This design comes from an exercise in tuning for small area, a short achievable clock period and few clock cycles on the open sky130 flow, not from production work. Only the layout flow was run in this run; the RTL was not checked for function there. Power figures rest on the tool's default switching activity, not on a simulated workload.

==> design/flow/design.v <==
module preamble_detector (
    input  wire        clk,
    input  wire        rst,
    input  wire        req_valid,
    input  wire        req_write,
    input  wire [12:0] req_addr,
    input  wire [31:0] req_wdata,
    input  wire [3:0]  req_be,
    output reg         resp_valid,
    output reg  [31:0] resp_rdata,
    output reg         resp_err
);
    localparam integer REPEAT_COUNT = 3;
    localparam integer CAP_BITS_MAX = 1024;
    localparam integer CAP_WORDS    = CAP_BITS_MAX / 32;
    localparam integer FB_BYTES     = 12 * REPEAT_COUNT;
    localparam integer FB_BITS      = 8 * FB_BYTES;       
    localparam integer FB_WORDS     = FB_BYTES / 4;
    localparam [23:0]  PREAMBLE     = 24'hAAA598;
    localparam [3:0] R_NONE     = 4'd0;
    localparam [3:0] R_NOTFOUND = 4'd1;
    localparam [3:0] R_SHORT    = 4'd2;
    localparam [3:0] R_MISMATCH = 4'd3;
    localparam [3:0] R_ILLEGAL  = 4'd4;
    localparam [3:0] R_PRECOND  = 4'd5;
    localparam [2:0] C_DECODE   = 3'd1;
    localparam [2:0] C_LOCATE   = 3'd2;
    localparam [2:0] C_EXTRACT  = 3'd3;
    localparam [2:0] C_VALIDATE = 3'd4;
    localparam [2:0] C_FIELDS   = 3'd5;
    localparam [2:0] C_CLEAR    = 3'd6;
    localparam [2:0] C_ILLEGAL  = 3'd7;
    localparam [2:0] S_IDLE  = 3'd0;
    localparam [2:0] S_START = 3'd1;
    localparam [2:0] S_LOC   = 3'd2;
    localparam [2:0] S_EXTCK = 3'd3;
    localparam [2:0] S_EXT   = 3'd4;
    localparam [2:0] S_VAL   = 3'd5;
    localparam [2:0] S_FLD   = 3'd6;
    reg [31:0] cap_mem [0:CAP_WORDS-1];    
    reg        ctrl_inv;
    reg [15:0] cap_len;
    reg [15:0] start_off;
    reg [15:0] match_off;
    reg        st_busy, st_done, st_rejected;
    reg        st_found, st_extracted, st_valid, st_reading;
    reg [3:0]  st_reason;
    reg        st_err_busy;
    reg [FB_BITS-1:0] fb;                  
    reg [7:0]  r_device_id;
    reg [3:0]  r_batt_nib;
    reg        r_batt_low;
    reg [11:0] r_temp;
    reg [7:0]  r_hum;
    reg [11:0] r_rain;
    reg [18:0] r_rain_hmm;
    reg [7:0]  r_wind;
    reg [3:0]  r_dir_idx;
    reg [11:0] r_dir_deg;
    reg [23:0] r_label;
    reg [2:0]  eng_state;
    reg [2:0]  eng_cmd;
    reg [15:0] ptr;
    reg [8:0]  cnt;
    reg [23:0] win;
    wire [31:0] cap_word = cap_mem[ptr[9:5]];
    wire        vbit     = cap_word[5'd31 - ptr[4:0]] ^ ctrl_inv;
    wire [23:0] win_next = {win[22:0], vbit};
    function [7:0] fb_byte;
        input [FB_BITS-1:0] f;
        input integer       j;
        begin
            fb_byte = f[FB_BITS-1-8*j -: 8];
        end
    endfunction
    reg repeats_agree;
    integer vr, vp;
    always @* begin
        repeats_agree = 1'b1;
        for (vr = 1; vr < REPEAT_COUNT; vr = vr + 1)
            for (vp = 0; vp < 11; vp = vp + 1)
                if (fb_byte(fb, 12*vr + vp) != fb_byte(fb, vp))
                    repeats_agree = 1'b0;
    end
    wire [7:0]  b3 = fb_byte(fb, 3);
    wire [7:0]  b4 = fb_byte(fb, 4);
    wire [7:0]  b5 = fb_byte(fb, 5);
    wire [7:0]  b6 = fb_byte(fb, 6);
    wire [7:0]  b7 = fb_byte(fb, 7);
    wire [7:0]  b8 = fb_byte(fb, 8);
    wire [7:0]  b9 = fb_byte(fb, 9);
    wire [11:0] f_rain  = {b7, b8[7:4]};
    wire [18:0] f_rain_hmm = f_rain * 19'd75;
    wire [3:0]  f_dir   = b9[3:0];
    wire [11:0] f_dir_deg = f_dir * 12'd225;
    reg [23:0] f_label;
    always @* begin
        case (f_dir)
            4'd0:  f_label = 24'h20204E;    
            4'd1:  f_label = 24'h4E4E45;    
            4'd2:  f_label = 24'h204E45;    
            4'd3:  f_label = 24'h454E45;    
            4'd4:  f_label = 24'h202045;    
            4'd5:  f_label = 24'h455345;    
            4'd6:  f_label = 24'h205345;    
            4'd7:  f_label = 24'h535345;    
            4'd8:  f_label = 24'h202053;    
            4'd9:  f_label = 24'h535357;    
            4'd10: f_label = 24'h205357;    
            4'd11: f_label = 24'h575357;    
            4'd12: f_label = 24'h202057;    
            4'd13: f_label = 24'h574E57;    
            4'd14: f_label = 24'h204E57;    
            default: f_label = 24'h4E4E57;  
        endcase
    end
    wire        legal    = (req_addr[1:0] == 2'b00) && (!req_write || req_be == 4'b1111);
    wire        do_write = req_valid && legal && req_write;
    wire [10:0] waddr    = req_addr[12:2];
    wire        in_cap   = req_addr[12];
    wire        a_ctrl   = (waddr == 11'h002);
    wire        a_cmd    = (waddr == 11'h003);
    wire        a_status = (waddr == 11'h004);
    wire        a_len    = (waddr == 11'h005);
    wire        a_start  = (waddr == 11'h006);
    wire        input_wr  = do_write && (a_ctrl || a_cmd || a_len || a_start || in_cap);
    wire        busy_drop = input_wr && st_busy;
    wire        idle_wr   = do_write && !st_busy;
    wire        clr_found_by_host = idle_wr && (a_ctrl || a_len || a_start || in_cap);
    wire        issue     = idle_wr && a_cmd && (req_wdata != 32'd0);
    wire [2:0]  issue_cmd = (req_wdata[31:3] != 29'd0) ? C_ILLEGAL :
                            (req_wdata[2:0] == 3'd0)  ? C_ILLEGAL : req_wdata[2:0];
    reg [31:0] rdata;
    always @* begin
        rdata = 32'd0;
        if (in_cap) begin
            if (req_addr[11:7] == 5'd0)
                rdata = cap_mem[req_addr[6:2]];
        end else if (req_addr[11:6] == 6'h04) begin
            if (req_addr[5:2] < FB_WORDS)
                rdata = fb[FB_BITS-1-32*req_addr[5:2] -: 32];
        end else if (req_addr[11:6] == 6'h00) begin
            case (req_addr[5:2])
                4'h0: rdata = {16'd0, 8'd12, 3'd0, 1'b0, 4'd3};           
                4'h1: rdata = CAP_BITS_MAX;                               
                4'h2: rdata = {31'd0, ctrl_inv};                          
                4'h3: rdata = 32'd0;                                      
                4'h4: rdata = {15'd0, st_err_busy, 4'd0, st_reason, 1'b0,
                               st_reading, st_valid, st_extracted, st_found,
                               st_rejected, st_done, st_busy};            
                4'h5: rdata = {16'd0, cap_len};
                4'h6: rdata = {16'd0, start_off};
                4'h7: rdata = {16'd0, match_off};
                4'h8: rdata = {15'd0, r_batt_low, 4'd0, r_batt_nib, r_device_id};
                4'h9: rdata = {20'd0, r_temp};
                4'hA: rdata = {24'd0, r_hum};
                4'hB: rdata = {20'd0, r_rain};
                4'hC: rdata = {13'd0, r_rain_hmm};
                4'hD: rdata = {24'd0, r_wind};
                4'hE: rdata = {4'd0, r_dir_deg, 12'd0, r_dir_idx};
                default: rdata = {8'd0, r_label};
            endcase
        end
    end
    always @(posedge clk) begin
        if (rst) begin
            resp_valid <= 1'b0;
            resp_rdata <= 32'd0;
            resp_err   <= 1'b0;
        end else begin
            resp_valid <= req_valid;
            resp_rdata <= (req_valid && legal && !req_write) ? rdata : 32'd0;
            resp_err   <= req_valid && !legal;
        end
    end
    always @(posedge clk) begin
        if (!rst && idle_wr && in_cap && req_addr[11:7] == 5'd0)
            cap_mem[req_addr[6:2]] <= req_wdata;
    end
    task clear_results;
        begin
            r_device_id <= 8'd0;  r_batt_nib <= 4'd0;  r_batt_low <= 1'b0;
            r_temp      <= 12'd0; r_hum      <= 8'd0;  r_rain     <= 12'd0;
            r_rain_hmm  <= 19'd0; r_wind     <= 8'd0;  r_dir_idx  <= 4'd0;
            r_dir_deg   <= 12'd0; r_label    <= 24'd0;
        end
    endtask
    task finish;
        input [3:0] code;
        begin
            st_busy     <= 1'b0;
            st_done     <= 1'b1;
            st_rejected <= (code != R_NONE);
            st_reason   <= code;
            eng_state   <= S_IDLE;
        end
    endtask
    always @(posedge clk) begin
        if (rst) begin
            ctrl_inv     <= 1'b0;
            cap_len      <= 16'd0;
            start_off    <= 16'd0;
            match_off    <= 16'hFFFF;
            st_busy      <= 1'b0;
            st_done      <= 1'b0;
            st_rejected  <= 1'b0;
            st_reason    <= R_NONE;
            st_found     <= 1'b0;
            st_extracted <= 1'b0;
            st_valid     <= 1'b0;
            st_reading   <= 1'b0;
            st_err_busy  <= 1'b0;
            fb           <= {FB_BITS{1'b0}};
            clear_results;
            eng_state    <= S_IDLE;
            eng_cmd      <= 3'd0;
            ptr          <= 16'd0;
            cnt          <= 9'd0;
            win          <= 24'd0;
        end else begin
            if (busy_drop)
                st_err_busy <= 1'b1;
            else if (do_write && a_status && req_wdata[16])
                st_err_busy <= 1'b0;
            if (idle_wr && a_ctrl)
                ctrl_inv <= req_wdata[0];
            if (idle_wr && a_len)
                cap_len <= (req_wdata[15:0] > CAP_BITS_MAX) ? CAP_BITS_MAX : req_wdata[15:0];
            if (idle_wr && a_start)
                start_off <= req_wdata[15:0];
            if (clr_found_by_host) begin
                st_found  <= 1'b0;
                match_off <= 16'hFFFF;
            end
            if (issue) begin
                st_busy   <= 1'b1;
                st_done   <= 1'b0;
                eng_cmd   <= issue_cmd;
                eng_state <= S_START;
            end
            case (eng_state)
                S_START: begin
                    case (eng_cmd)
                        C_DECODE, C_LOCATE: begin
                            st_found     <= 1'b0;
                            match_off    <= 16'hFFFF;
                            st_extracted <= 1'b0;
                            st_valid     <= 1'b0;
                            st_reading   <= 1'b0;
                            clear_results;
                            if (cap_len < 16'd24 || start_off > cap_len - 16'd24)
                                finish(R_NOTFOUND);
                            else begin
                                ptr       <= start_off;
                                cnt       <= 9'd0;
                                eng_state <= S_LOC;
                            end
                        end
                        C_EXTRACT: begin
                            if (!st_found)
                                finish(R_PRECOND);
                            else begin
                                st_extracted <= 1'b0;
                                st_valid     <= 1'b0;
                                st_reading   <= 1'b0;
                                clear_results;
                                eng_state    <= S_EXTCK;
                            end
                        end
                        C_VALIDATE: begin
                            if (!st_extracted)
                                finish(R_PRECOND);
                            else begin
                                st_valid   <= 1'b0;
                                st_reading <= 1'b0;
                                clear_results;
                                eng_state  <= S_VAL;
                            end
                        end
                        C_FIELDS: begin
                            if (!st_valid)
                                finish(R_PRECOND);
                            else
                                eng_state <= S_FLD;
                        end
                        C_CLEAR: begin
                            st_found     <= 1'b0;
                            match_off    <= 16'hFFFF;
                            st_extracted <= 1'b0;
                            st_valid     <= 1'b0;
                            st_reading   <= 1'b0;
                            clear_results;
                            fb           <= {FB_BITS{1'b0}};
                            finish(R_NONE);
                        end
                        default: finish(R_ILLEGAL);
                    endcase
                end
                S_LOC: begin
                    win <= win_next;
                    ptr <= ptr + 16'd1;
                    if (cnt != 9'd23)
                        cnt <= cnt + 9'd1;
                    if (cnt == 9'd23 && win_next == PREAMBLE) begin
                        st_found  <= 1'b1;
                        match_off <= ptr - 16'd23;
                        if (eng_cmd == C_LOCATE)
                            finish(R_NONE);
                        else
                            eng_state <= S_EXTCK;
                    end else if (ptr + 16'd1 >= cap_len) begin
                        finish(R_NOTFOUND);
                    end
                end
                S_EXTCK: begin
                    if ({1'b0, match_off} + FB_BITS > {1'b0, cap_len})
                        finish(R_SHORT);
                    else begin
                        ptr       <= match_off;
                        cnt       <= 9'd0;
                        eng_state <= S_EXT;
                    end
                end
                S_EXT: begin
                    fb  <= {fb[FB_BITS-2:0], vbit};
                    ptr <= ptr + 16'd1;
                    cnt <= cnt + 9'd1;
                    if (cnt == FB_BITS - 1) begin
                        st_extracted <= 1'b1;
                        if (eng_cmd == C_DECODE) begin
                            st_valid   <= 1'b0;
                            eng_state  <= S_VAL;
                        end else
                            finish(R_NONE);
                    end
                end
                S_VAL: begin
                    if (!repeats_agree)
                        finish(R_MISMATCH);
                    else begin
                        st_valid <= 1'b1;
                        if (eng_cmd == C_DECODE)
                            eng_state <= S_FLD;
                        else
                            finish(R_NONE);
                    end
                end
                S_FLD: begin
                    r_device_id <= b3;
                    r_batt_nib  <= b4[7:4];
                    r_batt_low  <= (b4[7:4] == 4'hF);
                    r_temp      <= {b4[3:0], b5};
                    r_hum       <= b6;
                    r_rain      <= f_rain;
                    r_rain_hmm  <= f_rain_hmm;
                    r_wind      <= {b8[3:0], b9[7:4]};
                    r_dir_idx   <= f_dir;
                    r_dir_deg   <= f_dir_deg;
                    r_label     <= f_label;
                    st_reading  <= 1'b1;
                    finish(R_NONE);
                end
                default: ;
            endcase
        end
    end
endmodule
==> design/flow/run.sh <==
#!/bin/bash
# synth_recipe.tcl (not shown) runs the flow's synth.tcl, then flattens the netlist and writes it again
# the make line also repeats each setting of config.mk as NAME=value (left out here)
make -C /OpenROAD-flow-scripts/flow DESIGN_CONFIG=/design/flow/config.mk WORK_HOME=/design/flow/orfs CLKGATE_MAP_FILE= SYNTH_SCRIPT=/design/flow/synth_recipe.tcl finish
==> design/flow/config.mk <==
export PLATFORM = sky130hd
export DESIGN_NAME = preamble_detector
export DESIGN_NICKNAME = preamble_detector
export VERILOG_FILES = /design/flow/design.v
export SDC_FILE = /design/flow/constraint.sdc
export NUM_CORES = 4
export LEC_CHECK = 0
export CAP_MARGIN = 20
export CORE_MARGIN = 2
export CORE_UTILIZATION = 30
export SLEW_MARGIN = 20
==> design/flow/constraint.sdc <==
create_clock -name core_clock -period 10.0 [get_ports {clk}]
set_input_delay 2.0000 -clock core_clock [delete_from_list [all_inputs] [get_ports {clk}]]
set_output_delay 2.0000 -clock core_clock [all_outputs]
set_load 0.01 [all_outputs]
==> results.txt <==
[kinds of logic (layout without fill, tap and decap cells)]
family	after synthesis	in the layout
AO/OA/AOI/OAI	1144	1144
XOR/XNOR	198	198
adder cells (fa/ha/maj)	135	135
buffers and inverters	599	661
flip-flops	1579	1579
multiplexers	748	748
other	0	4
AND/OR/NAND/NOR	1321	1321
[cells in the final DEF, fill, tap and decap left out, drive strengths merged, types with 15 or more instances in the layout]
master         instances
edfxtp              1024
mux4                 588
dfxtp                555
nor2                 543
a22oi                391
nand2                322
a21oi                267
clkbuf               213
nand3                153
buf                  151
inv                  127
ha                   117
xor2                 111
o21ai                100
mux2i                 97
xnor2                 87
clkdlybuf4s50         78
a221oi                73
mux2                  63
clkinv                63
o22ai                 53
nor4                  53
nor3                  47
nand4                 41
a211oi                40
nor2b                 36
and3                  31
o221ai                27
a31oi                 25
a21o                  22
nand2b                21
bufinv                19
o31ai                 19
fa                    18
and2                  18
or3                   16
a22o                  15
[path summary, 6_finish.rpt]
kind,startpoint,endpoint,cells past startpoint
setup / recovery,req_addr[3],resp_rdata[17]$_SDFF_PP0_,15
hold / removal,f_label[22]$_DFF_P_,r_label[22]$_SDFFE_PP0P_,2
setup reg to reg,flop,st_reason[2]$_SDFFE_PP0P_,14
hold reg to reg,f_label[22]$_DFF_P_,r_label[22]$_SDFFE_PP0P_,2
[worst min-delay path: cells and delay by family, from the launching register on]
family / cells / cell delay, ns
AO/OA/AOI/OAI: 1 / 0.05
flip-flops: 1 / 0.30
AND/OR/NAND/NOR: 1 / 0.05
[stage by stage]
stage                     cells  hold slack (ns)  total power, uW  area, um^2  setup slack (ns)
after floorplan            5724            0.415             7430       77000              4.75
after global placement     8856            0.422             7700       81400              2.99
after detailed placement   8860            0.429             7710       81400              3.00
after CTS                  9170            0.429            14100       87100              3.88
after global routing       9171            0.445            14400       87200              3.45
final                      9174            0.432            14000       87200              3.72
[layer usage]
| metal | track usage | part of all wire | vias to the layer above |
|---|---|---|---|
| li1 | - | - | 22400 |
| met1 | 0.259 | 0.38 | 27700 |
| met2 | 0.318 | 0.47 | 3281 |
| met3 | 0.0465 | 0.10 | 589 |
| met4 | 0.0938 | 0.052 | 16 |
| met5 | 0 | 0.00040 | - |
[power by group]
group / total [uW] / internal, uW / switching, uW
Combinational: 657 / 230 / 427
Sequential: 6930 / 6930 / 0.335
Clock: 6460 / 3740 / 2720
[layout make-up]
class	count	area share
Inverter	122	0.00525
Clock inverter	97	0.0130
Antenna cell	4	0.000115
Sequential cell	1579	0.480
Clock buffer	213	0.0524
Multi-Input combinational cell	3546	0.377
Timing Repair Buffer	229	0.0235
Tap cell	3384	0.0486
[state kept, by name (all words and copies together) (netlist names), 9 cells and up, named ones only]
signal and count:
f_label 16, r_label 17, resp_rdata 32, ptr 16, r_rain 12, cnt 9, r_temp 12, cap_mem 1024
win 23, match_off 16, fb 288, cap_len 16, r_rain_hmm 18, start_off 16
==> results.txt <==
* Synth Area in Compound Gates at 0.103
* WP data required at ~11 ns
* Rel. slew slack at 0.144
* WL final at ~270 mm
* # H-tree levels at 4
* Worst Skew at around 0.045 ns
* Post-synthesis mux area share at 0.195
* Count of final hold-check violations at 0
* Wirelength per Cell at around 30 um
* Tot GR Track Use at 0.201
* DRC errors left at 0
* # resized after CTS at 0
* Port bufs at between 80 and 90
* Combinational family with the most area after synthesis: multiplexers
* Die area at between 200000 and 300000 um^2
* Worst slew pin tran at 1.27 ns
* Setup TNS at 0 ns
* Cells after Synth at between 5000 and 6000
* # rows at 186
* Detailed-router iteration count before antenna repair at 7
* Xor/xnor share of the synthesized area at 0.0225
* Unrepaired setup endpoints after global routing: false
* Crit-path max cell delay at around 0.93 ns
* DR vias/cell at 5.88
* Crit Path Max Fanout at 57
* Yosys reg bits at approximately 1600
* Cts bufs inserted at 164
* R2r setup slk at around 4.4 ns
* Layout area overhead at 13.1%
* Post-CTS Setup Repair Bufs at 0
* CTS tree: yes
* Die Y at between 500 and 600 um
* Synth Area in Simple Gates at 0.0772
* Routability cong. at between 0.9 and 1
* Number of I/O pins at 87
* CP delay by family, top: compound AO/OA/AOI/OAI gates
* Top cell type by total area after synthesis: edfxtp_1
* Clock-pin slew on the worst setup and hold paths at roughly 0.06 ns
* Worst setup path class: primary input to flop
* Multi-input gate area at around 33000 um^2
* Sink Count at around 1600
* Synth Area per Inst at around 13 um^2
* EDFF count, synth at approximately 1000
* CP max-delay cell: o22ai_1
* LEAKAGE at 0.0281 uW
* VDD IR max at 201 uV
* Core Area at ~260000 um^2
* Via Count at 53900
* Initial Util at 0.301
* Max-cap violations at 0
* Synth Cell Area at between 70000 and 80000 um^2
* Root Driver: clkbuf_16
* Clock Latency Late Sink at ~0.84 ns
* Gr ovfl total at 0
* Fin crit share at 0.628
* Commonest cells post-synth: edfxtp_1 (1024), mux4_2 (567), dfxtp_1 (555), nor2_1 (542), a22oi_1 (389)
* Yosys Warn Count at 1
* Largest net degree at the start of global routing at 230
* Max Root-Sink Buffers at 3
* Count leader, synth: edfxtp_1
* Setup violators final at 0
* Ys async rst share at 0
* Crit path buf inv count at 4
* Min-Delay Path Class: flop to flop
* Status: finished clean
* Count of cell types in the netlist at 100
* Vias in the first global route at slightly above 50000
* Sequential share of the synthesized area at 0.543
* Top post-synthesis cells by area: edfxtp_1 (40%), mux4_2 (17%), dfxtp_1 (14%)
* Adder-Cell Fraction of Synth Area at 0.0237
* FF/Latch Area at between 40000 and 50000 um^2
* Sequence of cells on the critical path: buf_8, inv_1, ha_4, inv_1, nor2_2, a221oi_1, a21oi_1, xnor2_2, buf_4, a221oi_1, nor3_1, a31oi_1, o22ai_1, a21oi_1, nor2_1
* Setup crit end kind: flop
* Max-slew violations at 0
* Initial antenna violation count at 13
* Fill count at between 20000 and 25000
* CTS Hold Buffers Added at 0
* Main synth FF type: edfxtp_1
* Fmax at 0.159 GHz
* Final Util at 0.340
* CP arrival at just over 7 ns
* Final nets at 5830
* DP HPWL at roughly 170 mm
* Final ANT Viol Nets at 0
* Syn_nets at just under 6000
* Yosys top cell area share at 0.399
* Min Tclk post-route at ~6.3 ns
* First-pass GRT wire length at around 390 mm
* P per Cell Area at 161 nW/um^2
* Crit start category: primary input
* 1st-iter DRT viols at ~8000
* Share of cells above drive strength 1 at 0.196
* Die span in x at slightly above 500 um

static timing again, ports no longer ideal:
Ports are ideal in the flow. The routed layout listed here was re-timed in OpenROAD. Step 1 (the two cells are an assumption about what drives the block):
set clk [get_ports {clk}]
set_driving_cell -lib_cell sky130_fd_sc_hd__clkbuf_16 $clk
set_driving_cell -lib_cell sky130_fd_sc_hd__buf_2 [delete_from_list [all_inputs] $clk]
Step 2 times the ports against the registers' clock, not the clock port: input delays grow and output delays shrink by t, the midpoint of the rising clock arrivals with the driver on. a / b / c = ideal ports / drivers / drivers and shift; a / b = the first two.
t, ns: 0.912
setup WS [ns]: 3.722 / 3.755 / 2.843
clock arrival spread, ns: 0.045 / 0.046
slew at the worst register clock pin (ns): 0.07 / 0.07
pins driven straight from the clock port: 1
After both steps setup and hold are still met in this run. The setup slack of this run moves by +0.033 ns with the drivers and by -0.879 ns with both steps.
